What follows belongs to an exercise in optimizing a design on an open flow for small area, a short achievable clock period and few clock cycles; a production flow would make more cautious choices. Only simulation tests tie the RTL to the original design; equivalence was not proved. Power figures rest on the tool's default switching activity, not on a simulated workload.

Setup of v6:
==> flow/design.v <==
module bp_unpack (
    input  wire         clk,
    input  wire         rst,
    input  wire         blk_valid,
    output wire         blk_ready,
    input  wire [5:0]   blk_width,
    input  wire         blk_first,
    input  wire         in_valid,
    output wire         in_ready,
    input  wire [127:0] in_data,
    output reg          out_valid,
    input  wire         out_ready,
    output reg  [127:0] out_data
);
    reg        pv;         
    reg [5:0]  pw;
    reg        pf;
    reg        busy;       
    reg [5:0]  width;      
    reg        wz;         
    reg [4:0]  grp;        
    reg [4:0]  s;          
    reg        strad;      
    reg        cons;       
    reg        zf;         
    reg        rv;         
    reg [127:0] R;         
    reg         dv;        
    reg         dz;        
    reg [127:0] D;         
    wire adv  = !out_valid || out_ready;
    wire step = busy && adv && (wz || (rv && (!strad || in_valid)));
    wire last = step && (grp == 5'd31);
    wire take = pv && (!busy || last);
    assign blk_ready = !pv;
    assign in_ready  = !rv || (busy && adv && cons);
    wire [4:0] s_nx = s + width[4:0];
    wire [6:0] t_nx = {2'b0, s_nx} + {1'b0, width};
    wire [31:0] mask;
    genvar k;
    generate
        for (k = 0; k < 32; k = k + 1) begin : mk
            assign mask[k] = (width > k);
        end
    endgenerate
    wire [127:0] fld;
    wire [127:0] value;
    function [31:0] add32;
        input [31:0] a, b;
        reg [31:0] g, p;
        integer i, l;
        begin
            g = a & b;
            p = a ^ b;
            for (l = 0; l < 5; l = l + 1)
                for (i = 0; i < 32; i = i + 1)
                    if ((i % (2 << l)) == (2 << l) - 1) begin
                        g[i] = g[i] | (p[i] & g[i - (1 << l)]);
                        p[i] = p[i] & p[i - (1 << l)];
                    end
            for (l = 3; l >= 0; l = l - 1)
                for (i = 0; i < 32; i = i + 1)
                    if (i >= (3 << l) - 1 && (i % (2 << l)) == (1 << l) - 1) begin
                        g[i] = g[i] | (p[i] & g[i - (1 << l)]);
                        p[i] = p[i] & p[i - (1 << l)];
                    end
            add32 = a ^ b ^ {g[30:0], 1'b0};
        end
    endfunction
    genvar j;
    generate
        for (j = 0; j < 4; j = j + 1) begin : lane
            wire [62:0] win = {in_data[32*j +: 31], R[32*j +: 32]};
            reg  [38:0] l1;
            reg  [32:0] l2;
            reg  [31:0] l3;
            integer i;
            always @* begin
                for (i = 0; i < 39; i = i + 1)
                    case (s[4:3])
                        2'd0: l1[i] = win[i];
                        2'd1: l1[i] = win[i + 8];
                        2'd2: l1[i] = win[i + 16];
                        default: l1[i] = win[i + 24];
                    endcase
                for (i = 0; i < 33; i = i + 1)
                    case (s[2:1])
                        2'd0: l2[i] = l1[i];
                        2'd1: l2[i] = l1[i + 2];
                        2'd2: l2[i] = l1[i + 4];
                        default: l2[i] = l1[i + 6];
                    endcase
                for (i = 0; i < 32; i = i + 1)
                    l3[i] = s[0] ? l2[i + 1] : l2[i];
            end
            assign fld[32*j +: 32] = l3 & mask;
            wire [31:0] off = dz ? 32'd0 : out_data[32*j +: 32];
            assign value[32*j +: 32] = add32(D[32*j +: 32], off);
        end
    endgenerate
    always @(posedge clk) begin
        if (in_valid && in_ready)
            R <= in_data;
    end
    always @(posedge clk) begin
        if (rst) begin
            busy      <= 1'b0;
            width     <= 6'd0;
            wz        <= 1'b1;
            grp       <= 5'd0;
            s         <= 5'd0;
            strad     <= 1'b0;
            cons      <= 1'b0;
            zf        <= 1'b0;
            rv        <= 1'b0;
            pv        <= 1'b0;
            dv        <= 1'b0;
            out_valid <= 1'b0;
        end else begin
            if (in_valid && in_ready)
                rv <= 1'b1;
            else if (step && cons)
                rv <= 1'b0;
            if (blk_valid && blk_ready) begin
                pv <= 1'b1;
                pw <= blk_width;
                pf <= blk_first;
            end else if (take) begin
                pv <= 1'b0;
            end
            if (take) begin
                busy  <= 1'b1;
                width <= pw;
                wz    <= (pw == 6'd0);
                grp   <= 5'd0;
                s     <= 5'd0;
                strad <= 1'b0;
                cons  <= (pw == 6'd32);
                zf    <= pf;
            end else if (step) begin
                grp   <= grp + 5'd1;
                s     <= s_nx;
                strad <= (t_nx > 7'd32);
                cons  <= (t_nx >= 7'd32) && !wz;
                zf    <= 1'b0;
                if (last)
                    busy <= 1'b0;
            end
            if (adv) begin
                dv        <= step;
                out_valid <= dv;
            end
        end
    end
    always @(posedge clk) begin
        if (step) begin
            D  <= fld;
            dz <= zf;
        end
        if (adv && dv)
            out_data <= value;
    end
endmodule
clock: 7.0 ns
lec_check: 0
cap_margin: 20
core_margin: 2
core_utilization: 30
setup_slack_margin: 3.3
slew_margin: 20
run.sh (not shown) runs the stock make flow with config.mk's settings and CLKGATE_MAP_FILE= SYNTH_SCRIPT=/design/flow/synth_recipe.tcl, a recipe that flattens the netlist after the stock synthesis.
Testbench counts of v6, summed over its fixed seeds: cycles 16,416.
Inputs modified between v6 and v7:
--- a/flow/design.v
+++ b/flow/design.v
@@ -46,26 +46,4 @@
     wire [127:0] fld;
     wire [127:0] value;
-    function [31:0] add32;
-        input [31:0] a, b;
-        reg [31:0] g, p;
-        integer i, l;
-        begin
-            g = a & b;
-            p = a ^ b;
-            for (l = 0; l < 5; l = l + 1)
-                for (i = 0; i < 32; i = i + 1)
-                    if ((i % (2 << l)) == (2 << l) - 1) begin
-                        g[i] = g[i] | (p[i] & g[i - (1 << l)]);
-                        p[i] = p[i] & p[i - (1 << l)];
-                    end
-            for (l = 3; l >= 0; l = l - 1)
-                for (i = 0; i < 32; i = i + 1)
-                    if (i >= (3 << l) - 1 && (i % (2 << l)) == (1 << l) - 1) begin
-                        g[i] = g[i] | (p[i] & g[i - (1 << l)]);
-                        p[i] = p[i] & p[i - (1 << l)];
-                    end
-            add32 = a ^ b ^ {g[30:0], 1'b0};
-        end
-    endfunction
     genvar j;
     generate
@@ -96,5 +74,5 @@
             assign fld[32*j +: 32] = l3 & mask;
             wire [31:0] off = dz ? 32'd0 : out_data[32*j +: 32];
-            assign value[32*j +: 32] = add32(D[32*j +: 32], off);
+            assign value[32*j +: 32] = D[32*j +: 32] + off;
         end
     endgenerate
- v7 finished end to end and its layout was clean on timing, DRC and antenna.
- Against v6, hold slack in v7 came out worse.
- Final layout net count (higher): v7
- [compare] base=v6 new=v7: number of instances resized during post-cts repair now smaller, post-layout minimum cycle time climbed 110 ps, worst setup slack went down 110 ps, synthesized cell count +16%.
- Changes observed in v7 relative to v6: worst slew margin relative to its limit +13 points; final clock period utilization by the worst path increased by 1.6 points relative to the old numbers; final antenna diode count went up by 3; relative contribution of the clock network to total power picked up an extra 0.6 points.
- In the tables for v6 and v7, critical path data arrival time reads higher with v7.
- Diff v6 -> v7: via count of the first global-routing pass rose by about 14%, fraction of the mapped netlist area in compound gates rose by 5.2 points.
Testbench counts of v7, summed over its fixed seeds: cycles 16,416.

[re-timing with driven ports]
The results above use ideal ports. As a check the final layouts listed here were re-extracted and re-timed, cells and wires unchanged.
Step 1 assumes that a clkbuf_16 drives the clock port and a buf_2 every other input.
Step 2 times the ports against the registers' clock, not the clock port: input delays grow and output delays shrink by t, the midpoint of the rising clock arrivals with the driver on.
a / b / c = ideal ports / drivers / drivers and shift; a / b = the first two.
run	t (ns)	slack for setup (ns)	clock arrival spread, ns	worst slew at a driven data input, ns	cell pins on the clock port's net
v6	0.651	3.354 / 3.331 / 3.026	0.023 / 0.023	0.10	1
v7	0.671	3.242 / 3.218 / 2.965	0.025 / 0.025	0.12	1
After both steps setup and hold are still met in every run listed. The setup slack of v6, which loses most, moves by -0.023 ns with the drivers and by -0.328 ns with both steps.
